Background: an optimization exercise with open tools, aiming at small area, a short achievable clock period and few clock cycles per item. Do not read the settings as production practice.
Function was checked by simulation only, so behaviour that the tests miss may differ from the original.
Power and IR drop assume default switching activity.

== try-amber ==
Design rgbe2rgba, start of the top module:
module rgbe2rgba (
    input  wire        clk,
    input  wire        rst,         
    input  wire        in_valid,
    output wire        in_ready,
    input  wire [31:0] in_rgbe,     
    input  wire        in_mode,     
    output wire        out_valid,
    input  wire        out_ready,
    output wire [31:0] out_r,
    output wire [31:0] out_g,
    output wire [31:0] out_b,
    output wire [31:0] out_a
);
Size in the first run: about 580 cells after synthesis, roughly 170 I/O pins.
==> flow/config.mk <==
export PLATFORM = sky130hd
export DESIGN_NAME = rgbe2rgba
export DESIGN_NICKNAME = rgbe2rgba
export VERILOG_FILES = /design/flow/design.v
export SDC_FILE = /design/flow/constraint.sdc
export NUM_CORES = 4
export LEC_CHECK = 0
export ABC_AREA = 1
export CAP_MARGIN = 20
export CORE_MARGIN = 2
export CORE_UTILIZATION = 55
export CTS_BUF_LIST = sky130_fd_sc_hd__clkbuf_4 sky130_fd_sc_hd__clkbuf_8
export PLACE_DENSITY = 0.7
export SETUP_SLACK_MARGIN = 3.3
export SLEW_MARGIN = 20
==> flow/constraint.sdc <==
create_clock -name core_clock -period 7.0 [get_ports {clk}]
set_input_delay 1.4000 -clock core_clock [delete_from_list [all_inputs] [get_ports {clk}]]
set_output_delay 1.4000 -clock core_clock [all_outputs]
set_load 0.01 [all_outputs]
standard.sh (not shown) runs the stock make flow with config.mk's settings and CLKGATE_MAP_FILE= SYNTH_SCRIPT=/design/flow/synth_recipe.tcl, a recipe that flattens the netlist after the stock synthesis.
==> flow/flow/run.sh <==
#!/bin/bash
# The standard layout with two changes:
#  1. after the standard synthesis, the combinational gates are re-mapped
#     for area by ABC's default script (flow/resynth.tcl); every register and
#     tie cell keeps its instance name and cell type;
#  2. the port buffers that global placement inserts use the small
#     sky130_fd_sc_hd__buf_1 instead of the cell the resizer picks by default.
# Timing repair, CTS, routing and the rest are ORFS's own (the standard.sh).
set -euo pipefail
here=$(pwd)
res=$here/orfs/results/$FLOW_PLATFORM/rgbe2rgba/base
bash standard.sh synth > standard_synth.log 2>&1
cp $res/1_2_yosys.v $here/std_1_2_yosys.v
RESYNTH_LIB=$FLOW_HOME/platforms/sky130hd/lib/sky130_fd_sc_hd__tt_025C_1v80.lib \
RESYNTH_IN=$here/std_1_2_yosys.v RESYNTH_OUT=$here/resynth.v \
  $FLOW_HOME/../tools/install/yosys/bin/yosys -c $here/flow/resynth.tcl > resynth.log 2>&1
if grep -E '^\s*(wire|input|output|reg)\b' resynth.v | sed 's/\[[0-9]*:[0-9]*\]//' | grep -q '[/:]'; then
  echo "resynth: bad net name" >&2; exit 1
fi
cp $here/resynth.v $res/1_2_yosys.v
rm -f $res/1_synth.odb $res/1_synth.sdc
bash standard.sh "BUFFER_PORTS_ARGS=-buffer_cell sky130_fd_sc_hd__buf_1" finish > standard.log 2>&1
==> flow/flow/resynth.tcl <==
# Re-map the combinational logic of the standard synthesis netlist for area.
# Every flip-flop and tie cell is kept as it is (same instance name and cell
# type); only the gates between them are re-mapped by ABC's default script.
yosys -import
set lib $::env(RESYNTH_LIB)
read_liberty -wb -ignore_miss_func $lib
blackbox =sky130_fd_sc_hd__edfxtp_1 =sky130_fd_sc_hd__dfxtp_1 =sky130_fd_sc_hd__conb_1
read_verilog $::env(RESYNTH_IN)
hierarchy -top $::env(FLOW_TOP)
flatten -wb
opt -purge
abc -liberty $lib -dont_use *lpflow* -dont_use *probe* -dont_use *clkdly* -dont_use *dlygate* -dont_use *dlymetal*
opt_clean -purge
setundef -zero
hilomap -singleton -hicell sky130_fd_sc_hd__conb_1 HI -locell sky130_fd_sc_hd__conb_1 LO
splitnets
opt_clean -purge
insbuf -buf sky130_fd_sc_hd__buf_4 A X
opt_clean -purge
stat -liberty $lib
write_verilog -noattr -noexpr -nohex -nodec $::env(RESYNTH_OUT)
Testbench counts of try-amber, summed over its fixed seeds: cycles 32,008, items 32,000.
#### Input delta (try-onyx over try-amber)
--- a/flow/config.mk
+++ b/flow/config.mk
@@ -10,5 +10,3 @@
 export CORE_MARGIN = 2
-export CORE_UTILIZATION = 55
-export CTS_BUF_LIST = sky130_fd_sc_hd__clkbuf_4 sky130_fd_sc_hd__clkbuf_8
-export PLACE_DENSITY = 0.7
+export CORE_UTILIZATION = 40
 export SETUP_SLACK_MARGIN = 3.3
==> comparison <==
Summary of the comparison: area growth from synthesis to layout is higher in try-onyx, relative to try-amber.
| sequential-cell power consumption | try-amber vs try-onyx | ≈ equal |
Relative to try-amber, switching share of power has decreased by 0.35 points in try-onyx.
Side by side, wire length turned out higher in try-onyx than in try-amber.
Non-clock buffer count (higher): try-onyx
Here is what was changed in the inputs of try-ember compared with try-onyx.
--- a/flow/config.mk
+++ b/flow/config.mk
@@ -10,4 +10,5 @@
 export CORE_MARGIN = 2
-export CORE_UTILIZATION = 40
-export SETUP_SLACK_MARGIN = 3.3
+export CORE_UTILIZATION = 55
+export PLACE_DENSITY = 0.7
+export SETUP_SLACK_MARGIN = 3.15
 export SLEW_MARGIN = 20
Findings:
When the final numbers for try-ember and try-onyx were put side by side, the number of detailed-route iterations in the first pass turned out to be greater in try-ember. Looking at via count, try-ember sits 2.6% lower than try-onyx does. Of try-ember and try-onyx, the run reporting the lower number of setup buffers added after CTS was try-ember. Of try-ember and try-onyx, it is try-ember that has the lower critical path depth. Compared with try-onyx, in try-ember die area lower, worst slew margin relative to its limit -16 points.
The inputs of try-zinc differ from those of try-ember as listed below.
==> flow/run.sh (new file) <==
#!/bin/bash
# synth_recipe.tcl (not shown) runs the flow's synth.tcl, then flattens the netlist and writes it again
# the make line also repeats each setting of config.mk as NAME=value (left out here)
make -C /OpenROAD-flow-scripts/flow DESIGN_CONFIG=/design/flow/config.mk WORK_HOME=/design/flow/orfs CLKGATE_MAP_FILE= SYNTH_SCRIPT=/design/flow/synth_recipe.tcl finish
--- a/flow/config.mk
+++ b/flow/config.mk
@@ -7,8 +7,6 @@
 export LEC_CHECK = 0
-export ABC_AREA = 1
 export CAP_MARGIN = 20
 export CORE_MARGIN = 2
-export CORE_UTILIZATION = 55
-export PLACE_DENSITY = 0.7
-export SETUP_SLACK_MARGIN = 3.15
+export CORE_UTILIZATION = 40
+export SETUP_SLACK_MARGIN = 3.6
 export SLEW_MARGIN = 20
removed: flow/flow/run.sh
removed: flow/flow/resynth.tcl
removed: flow/standard.sh
==> run summary <==
try-zinc reached the final stage; the timing, design-rule and antenna checks on its layout passed.
Re cell count of the worst hold path: no difference whatsoever between try-zinc and try-ember.
Flip-flop and latch share of the layout cell area: try-zinc vs try-ember down 9.7 points
When try-zinc is set beside try-ember, its number of setup buffers added after CTS turns out to be 41 larger.
| critical path depth | try-zinc vs try-ember | 5 higher |
The cell count reported for try-zinc is greater than that of try-ember by about 25%.
Re final total negative setup slack: no difference whatsoever between try-ember and try-zinc.
Against try-ember, try-zinc comes in 730 um2 higher on combined area of all synthesized cells.
Between try-ember and try-zinc, routed length on met2 is higher for try-zinc, try-ember comes in under that.
Maximum frequency from static timing analysis, try-ember and try-zinc: higher on try-zinc

port drivers added, routing unchanged:
No port has a modelled driver above. Below, the same layouts with a new extraction and two added sets of constraints. Step 1, drivers: a clkbuf_16 drives clk and a buf_2 each remaining input, both assumed. Step 2, shift: input delay + t, output delay - t, t = (earliest + latest rising clock arrival at the registers) / 2. This alone moves slack from input paths to output paths. Three values: ideal ports, drivers, drivers and shift; two values: the first two.
run	t, ns	setup slack, ns	worst hold slack (ns)	latest minus earliest clock arrival (ns)	worst slew at a driven data input, ns
try-amber	0.382	3.279 / 3.290 / 2.908	0.953 / 0.953 / 0.953	0.012 / 0.012	0.04
try-onyx	0.366	3.317 / 3.327 / 2.960	0.964 / 0.964 / 0.964	0.010 / 0.009	0.04
try-ember	0.374	3.171 / 3.184 / 2.810	0.892 / 0.892 / 0.892	0.011 / 0.011	0.04
try-zinc	0.380	3.508 / 3.504 / 3.124	1.064 / 1.064 / 1.064	0.008 / 0.008	0.06
After both steps setup and hold are still met in every run listed. The setup slack of try-zinc, which loses most, moves by -0.004 ns with the drivers and by -0.384 ns with both steps.
